This is an optimization exercise on Yosys and OpenROAD, whose aim is small area, not a production implementation.
For this run, only the layout was checked, not whether the RTL still works.
Power figures rest on the tool's default switching activity, not on a simulated workload.

### design/flow/standard.sh
#!/bin/bash
# synth_recipe.tcl (not shown) runs the flow's synth.tcl, then flattens the netlist and writes it again
# the make line also repeats each setting of config.mk as NAME=value (left out here)
make -C /OpenROAD-flow-scripts/flow DESIGN_CONFIG=/design/flow/config.mk WORK_HOME=/design/flow/orfs CLKGATE_MAP_FILE= SYNTH_SCRIPT=/design/flow/synth_recipe.tcl "${@:-finish}"
### design/flow/config.mk
export PLATFORM = sky130hd
export DESIGN_NAME = ad57xx_ctrl
export DESIGN_NICKNAME = ad57xx_ctrl
export VERILOG_FILES = /design/flow/design.v
export SDC_FILE = /design/flow/constraint.sdc
export NUM_CORES = 4
export LEC_CHECK = 0
export ABC_AREA = 1
export CAP_MARGIN = 20
export CORE_MARGIN = 2
export CORE_UTILIZATION = 40
export PLACE_DENSITY = 0.6
export SLEW_MARGIN = 20
### design/flow/design.v
module ad57xx_ctrl (
    input  wire        clk,
    input  wire        rst,            
    input  wire        cfg_dual,       
    input  wire        cfg_readback,   
    input  wire        req_valid,
    output wire        req_ready,
    input  wire [3:0]  req_op,
    input  wire [1:0]  req_kind,
    input  wire [2:0]  req_sel,
    input  wire [2:0]  req_tag,
    input  wire [15:0] req_val,
    input  wire [2:0]  req_ch,
    input  wire        req_on,
    input  wire [15:0] req_value,
    input  wire [3:0]  req_cfg,
    input  wire [2:0]  req_range,
    input  wire [15:0] req_raw,
    output wire        rsp_valid,
    output wire [1:0]  rsp_result,
    output wire [2:0]  rsp_tag,
    output wire [23:0] rsp_data,
    output wire [7:0]  rsp_terr,
    output wire        tx_valid,
    output wire        tx_xfer,
    output wire [23:0] tx_frame,
    input  wire        tx_done,
    input  wire        tx_err,
    input  wire [7:0]  tx_ecode,
    input  wire [23:0] tx_rx
);
    localparam [3:0] S_IDLE = 4'd0;    
    localparam [3:0] S_RINV = 4'd1;    
    localparam [3:0] S_RENC = 4'd2;    
    localparam [3:0] S_RDEC = 4'd3;    
    localparam [3:0] S_RERR = 4'd4;    
    localparam [3:0] S_ROK  = 4'd5;    
    localparam [3:0] S_TXR  = 4'd6;    
    localparam [3:0] S_TXX  = 4'd7;    
    localparam [3:0] S_TXW  = 4'd8;    
    reg [3:0]  state;
    reg        pw;           
    reg        on_q;         
    reg        released;
    reg [3:0]  cfg_shadow;
    reg [15:0] pwr_shadow;   
    reg        pwr_set;      
    reg [1:0]  dk;
    reg [2:0]  ds;
    reg [15:0] dp;
    function legal_ch;
        input       dual;
        input [2:0] a;
        begin
            if (dual)
                legal_ch = (a == 3'd0) || (a == 3'd2) || (a == 3'd4);
            else
                legal_ch = (a <= 3'd4);
        end
    endfunction
    function [3:0] pumask;
        input       dual;
        input [2:0] a;
        begin
            if (a == 3'd4)
                pumask = dual ? 4'h5 : 4'hF;
            else
                pumask = 4'h1 << a;
        end
    endfunction
    function cmd_ok;
        input       dual;
        input [1:0] kind;
        input [2:0] sel;
        begin
            case (kind)
                2'd0, 2'd1: cmd_ok = legal_ch(dual, sel);
                2'd2:       cmd_ok = 1'b1;
                default:    cmd_ok = !sel[1];
            endcase
        end
    endfunction
    wire idle = (state == S_IDLE);
    assign req_ready = idle;
    wire accept = req_valid && idle;
    wire [3:0] op = req_op;
    wire op_enc  = (op == 4'h0);
    wire op_wr   = (op == 4'h1);
    wire op_rd   = (op == 4'h2);
    wire op_pwr  = (op == 4'h3);
    wire op_dac  = (op == 4'h4);
    wire op_scfg = (op == 4'h5);
    wire op_gcfg = (op == 4'h6);
    wire op_rng  = (op == 4'h7);
    wire op_clr  = (op == 4'h8) || (op == 4'h9);
    wire op_dstr = (op == 4'hA);
    wire op_dec  = (op == 4'hB);
    wire uses_ch = op_pwr || op_dac || op_rng;
    wire fixed_cfg = op_scfg || op_gcfg;
    reg [1:0] n_dk;
    reg [2:0] n_ds;
    always @* begin
        n_dk = req_kind;
        n_ds = req_sel;
        if (uses_ch) begin
            n_dk = {op_pwr, op_rng};
            n_ds = req_ch;
        end
        if (fixed_cfg) begin
            n_dk = 2'd3;
            n_ds = 3'd1;
        end
        if (op_clr) begin
            n_dk = 2'd3;
            n_ds = {2'b10, op[0]};
        end
    end
    wire ch_ok  = legal_ch(cfg_dual, req_ch);
    wire cmd_v  = cmd_ok(cfg_dual, req_kind, req_sel);
    reg  tag_v;
    always @* begin
        case (req_kind)
            2'd0: tag_v = (req_tag == 3'd1);
            2'd1: tag_v = (req_tag == 3'd2) && (req_val[15:3] == 13'd0) && (req_val[2:0] <= 3'd5);
            2'd2: tag_v = (req_tag == 3'd3);
            default: tag_v = (req_sel == 3'd1) ? ((req_tag == 3'd4) && (req_val[15:4] == 12'd0))
                                               : (req_tag == 3'd0);
        endcase
    end
    wire dec_err_in = (req_kind == 2'd3) && (req_sel != 3'd1);
    wire invalid = ((op_enc || op_wr) && !(cmd_v && tag_v)) ||
                   ((op_rd || op_dec) && !cmd_v) ||
                   (uses_ch && !ch_ok) ||
                   (op_rng && (req_range > 3'd5));
    reg [3:0] n_state;
    always @* begin
        n_state = S_TXW;
        if (op_enc) n_state = S_RENC;
        if (op_rd || (cfg_readback && (op_pwr || op_gcfg))) n_state = S_TXR;
        if (op_gcfg && !cfg_readback) n_state = S_RDEC;
        if (op_dstr) n_state = S_ROK;
        if (op_dec) n_state = dec_err_in ? S_RERR : S_RDEC;
        if (invalid) n_state = S_RINV;
        if (released || op[3:2] == 2'b11) n_state = S_IDLE;
    end
    wire xchg = (state == S_TXX);
    wire [1:0] tk = idle ? n_dk : dk;
    wire [2:0] ts = idle ? n_ds : ds;
    wire       pw_mode = idle ? (op_pwr && !cfg_readback) : pw;
    wire       t_on    = idle ? req_on : on_q;
    wire s_val = idle && (op_enc || op_wr);
    wire s_vdc = idle && op_dac;
    wire s_raw = idle && op_dec;
    wire s_pwr = idle && op_pwr && !cfg_readback && pwr_set;
    wire s_rx  = !idle;
    wire [15:0] src = ({16{s_val}} & req_val) |
                      ({16{s_vdc}} & req_value) |
                      ({16{s_raw}} & req_raw) |
                      ({16{s_pwr}} & pwr_shadow) |
                      ({16{s_rx}}  & tx_rx[15:0]) |
                      ({16{idle && op_scfg}} & {12'd0, req_cfg}) |
                      ({16{idle && op_gcfg && !cfg_readback}} & {12'd0, cfg_shadow}) |
                      ({16{idle && op_rng}} & {13'd0, req_range});
    wire keep_hi = !tk[0];
    wire keep_lo = !(tk == 2'd3 && ts != 3'd1);
    wire keep_3  = keep_lo && tk != 2'd1;
    wire fill    = (tk == 2'd1) && src[2] && src[1];
    wire [15:0] tw = ({16{fill}}) |
                     (src & {{12{keep_hi}}, keep_3, {3{keep_lo}}});
    wire [3:0]  m  = pumask(cfg_dual, ts);
    wire [15:0] n_dp = pw_mode ? {tw[15:4], (tw[3:0] & ~m) | (m & {4{t_on}})} : tw;
    wire in_tx  = (state == S_TXR) || xchg || (state == S_TXW);
    wire [2:0] addr = (dk == 2'd2) ? 3'd0 : ds;
    assign tx_valid = in_tx;
    assign tx_xfer  = xchg;
    assign tx_frame = xchg ? 24'h180000 : {state == S_TXR, 2'b00, dk, addr, dp};
    wire tx_fail = tx_done && tx_err;
    assign rsp_valid  = (state == S_RINV) || (state == S_RENC) || (state == S_RDEC) ||
                        (state == S_RERR) || (state == S_ROK) || tx_fail ||
                        (tx_done && state == S_TXW);
    assign rsp_result = {(state == S_RERR) || tx_fail, (state == S_RINV) || tx_fail};
    assign rsp_tag    = (state == S_RDEC) ? {1'b0, dk} + 3'd1 : 3'd0;
    assign rsp_data   = (state == S_RENC) ? {3'b000, dk, addr, dp} :
                        (state == S_RDEC) ? {8'd0, dp} : 24'd0;
    assign rsp_terr   = tx_fail ? tx_ecode : 8'd0;
    always @(posedge clk) begin
        if (idle || (xchg && tx_done))
            dp <= n_dp;
        if (idle) begin
            dk   <= n_dk;
            ds   <= n_ds;
            pw   <= op_pwr;
            on_q <= req_on;
        end
        if (rst) begin
            state      <= S_IDLE;
            released   <= 1'b0;
            cfg_shadow <= 4'b0100;
            pwr_set    <= 1'b0;
        end else begin
            case (state)
                S_IDLE: begin
                    if (accept) begin
                        state <= n_state;
                        if (op_dstr)
                            released <= 1'b1;
                    end
                end
                S_TXR: begin
                    if (tx_done)
                        state <= tx_err ? S_IDLE : S_TXX;
                end
                S_TXX: begin
                    if (tx_done)
                        state <= tx_err ? S_IDLE : pw ? S_TXW :
                                 (dk == 2'd3 && ds != 3'd1) ? S_RERR : S_RDEC;
                end
                S_TXW: begin
                    if (tx_done) begin
                        if (!tx_err) begin
                            if (dk == 2'd3 && ds == 3'd1)
                                cfg_shadow <= dp[3:0];
                            if (dk == 2'd2) begin
                                pwr_shadow <= dp;
                                pwr_set    <= 1'b1;
                            end
                        end
                        state <= S_IDLE;
                    end
                end
                default: state <= S_IDLE;   
            endcase
        end
    end
endmodule
### design/flow/constraint.sdc
create_clock -name core_clock -period 6.0 [get_ports {clk}]
set_input_delay 1.2000 -clock core_clock [delete_from_list [all_inputs] [get_ports {clk}]]
set_output_delay 1.2000 -clock core_clock [all_outputs]
set_load 0.01 [all_outputs]
### design/flow/flow/run.sh
#!/bin/bash
# Standard ORFS layout, with the port buffers made as single-drive buffers.
set -euo pipefail
bash standard.sh BUFFER_PORTS_ARGS="-buffer_cell sky130_fd_sc_hd__buf_1" finish > standard_flow.log 2>&1
==> results.toml <==
[yosys]
ys_seq_area_share_pct = 35.1
synth.distinct_cells = 39
synth_top_family_by_area = "simple AND/OR/NAND/NOR gates"
ys_seq_elements = 49
yosys.area_share.xor_xnor_pct = 0
yosys_warnings = 1
synth_mux_area_share_pct = 0
synth_area_per_cell_sq_um = 6.59
synthAdderAreaFrac_pct = 0.670
synth_area_sq_mm = 0.00373
synthCells = 566
synth_simple_gate_area_share_pct = 37.3
synth_compound_area_share_pct = 14.9

[clocking]
clk_path_buf_depth = 2
postCtsSetupBuffers = 0
clk_latency_ns = 0.32
h-tree-depth = 2
path_clk_slew_ns = 0.11
cts.sink_count = 49
ctsResizeCount = 0
cts_root_buf = "clkbuf_8"
cts_tree = "built"
cts_made_buffers = 5
postCtsHoldBufs = 0

[detailed_routing]
viasPerCell = 4.96
wl_met2_mm = 5.66
met1_length_mm = 5.35
first_pass_iters = 4
num_vias = 4128
drt_iter0_markers = 192
routed.top_layer = "met4"
wire_per_inst_microns = 14.2
wl_mm = 11.9
drcViolationCount = 0
wl_met3_microns = 630
ant_nets = 0

[timing]
fmax_mhz = 303
worstMarginPinSlew_ns = 0.876
fin_tns_setup_ns = 0
rsz0062_at_grt = "false"
hold_viol_final = 0
drv_slew = 0
period_needed_ns = 3.29
setup-violations-final = 0
slew_headroom_pct = 41.6
worst_slack_ns = 2.71
fin_worst_skew_ns = 0.0132
timing.final.crit_share_pct = 54.9

[worst_hold_path]
worstHoldPathType = "flop to flop"

[finish]
drive_above_1_share_pct = 7.35
final_cells = 832
mostFrequentLayoutCells = "161 x buf_1, 147 x nand2_1, 104 x nor2_1, 79 x inv_1, 33 x edfxtp_1"
num_antenna_cells = 0
final_common_cell = "buf_1"
syn_to_final_growth_pct = 20.5
fin_nets = 832
fillers = 976

[global_routing]
grt_pass1_vias = 3842
grt_pass1_wl_mm = 18.8
grt_overflow = 0
grt_usage_pct = 23.7
grt_max_degree = 31
antenna_found_initial = 0

[setup_path]
crit_required_ns = 4.80
critPathMaxStageDelay_ns = 0.59
crit_path_end_kind = "primary output"
crit_fanout = 30
cp_data_arrival_time_ns = 2.09
worst-setup-path-type = "flop to primary output"
slowest_stage = "inv_2"
cp-start-kind = "flop"
path_cells = "nor2_1, nand2_2, inv_2, buf_1"

[power_and_ir_drop]
leakagePower_nw = 1.98
ir_worst_vdd_mv = 0.138
powerDensity_mw_per_mm2 = 262

[floorplanning]
start_util_pct = 40.8
die_width_microns = 101
dieHeight_microns = 101
rows = 35
die_area_sq_mm = 0.0101
coreArea_sq_mm = 0.00915
pin_count = 175

[flow_run]
drv_cap = 0

[placed_design]
dp_slack_ns = 2.57
numPortBuffers = 161
dpl.hpwl_mm = 9.41
dp_cells = 824
gp_congestion = 0.940

[run_status]
status = "complete, no violations"
## power by group
part	switching (mW)	internal [mW]	leakage, nW
Sequential	0.0353	0.440	0.467
Combinational	0.311	0.141	1.45
Clock	0.125	0.127	0.0591
Total	0.471	0.709	1.98
## through the flow
step                      instance area [sq um]  power, mW  hold WS (ns)  utilization [%]
after floorplan                            3750      0.789         0.426                -
after global placement                     4380      0.929         0.432             47.9
after detailed placement                   4380      0.935         0.437             47.9
after CTS                                  4500       1.19         0.460             49.2
after global routing                       4500       1.26         0.467             49.2
final                                      4500       1.18         0.453             49.2
## cell families after synthesis
kind of cell | Yosys count
adders and majority gates | 2
AOI/OAI and AO/OA | 87
buffers and inverters | 105
and+or+nand+nor | 322
DFF | 49
other | 1
## cells in the mapped netlist
library cell / instances / area, sq um
a211oi_1: 1 / 7.51
a21oi_1: 32 / 160
a21oi_4: 1 / 16.3
a22oi_1: 3 / 22.5
a31o_1: 3 / 26.3
a31o_2: 7 / 61.3
a31oi_1: 3 / 18.8
a32o_1: 7 / 70.1
buf_2: 7 / 35.0
buf_4: 5 / 37.5
buf_6: 3 / 33.8
clkbuf_1: 5 / 18.8
conb_1: 1 / 3.75
dfxtp_1: 16 / 320
edfxtp_1: 33 / 991
ha_1: 2 / 25.0
inv_1: 79 / 297
inv_2: 6 / 22.5
nand2_1: 147 / 552
nand2_2: 7 / 43.8
nand2_4: 4 / 45.0
nand3_1: 25 / 125
nand3_2: 2 / 20.0
nand3b_1: 4 / 30.0
nor2_1: 105 / 394
nor2_2: 7 / 43.8
nor2_4: 4 / 45.0
nor3_1: 13 / 65.1
nor3_2: 1 / 10.0
nor3b_1: 1 / 7.51
o2111ai_1: 1 / 8.76
o211ai_1: 1 / 7.51
o21ai_0: 18 / 90.1
o21ai_1: 3 / 15.0
o21ai_2: 2 / 17.5
o22ai_1: 4 / 25.0
o31ai_1: 1 / 7.51
or2_1: 1 / 6.26
or2_2: 1 / 6.26
## per-layer routing
metal  vias up  GRT usage (%)
li1       2109              -
met1      1841           30.3
met2       164           41.7
met3        14           2.84
met4         0           7.06
met5         -              0
## layout make-up
cell class                 count  area, sq um  share of cell area [%]
inverter                      85          319                    7.09
sequential                    49         1310                    29.1
clock inverter                 3         47.5                    1.06
multi-input combinational    416         1990                    44.3
clock buffer                   5         68.8                    1.53
timing repair buffer         163          619                    13.8
tap                          111          139                    3.09
## flip-flops by register name, indices dropped and copies added (netlist names)
signal,count
dk,2
cfg_shadow,4
pwr_set,1
pwr_shadow,16
on_q,1
dp,16
released,1
pw,1
ds,3
state,4
## critical path, delay by kind of cell (launching register included)
kind	cells	cell delay, ns
buffers and inverters	2	0.79
flip-flops	1	0.38
AND/OR/NAND/NOR	2	0.60
## path summary, 6_finish.rpt
| check | slack [ns] | depth (start not counted) | from | to |
|---|---|---|---|---|
| max reg2reg | 2.91 | 13 | state[0]$_SDFFE_PP0P_ | dp[3]$_DFFE_PP_ |
| min | 0.45 | 0 | dp[9]$_DFFE_PP_ | pwr_shadow[9]$_DFFE_PP_ |
| min reg2reg | 0.45 | 0 | dp[9]$_DFFE_PP_ | pwr_shadow[9]$_DFFE_PP_ |
| max | 2.71 | 4 | state[0]$_SDFFE_PP0P_ | req_ready |

## separate check: timing with driven ports
No port has a modelled driver above. Below, the same layout with a new extraction and two added sets of constraints.
Step 1: set_driving_cell puts a clkbuf_16 on clk and a buf_2 on each other input, an assumption about the parent block.
Step 2 times the ports against the registers' clock, not the clock port: input delays grow and output delays shrink by t, the midpoint of the rising clock arrivals with the driver on.
Slacks: no drivers / after step 1 / after step 2; pairs: no drivers / after step 1.
t (ns): 0.344
slack for setup (ns): 2.705 / 2.673 / 2.549
clock arrival spread, ns: 0.013 / 0.013
worst data-port slew with drivers (ns): 0.05
cell pins on the clock port's net: 1
After both steps setup and hold are still met in this run. For this run, drivers alone change the setup slack by -0.032 ns; drivers and shift together by -0.156 ns.
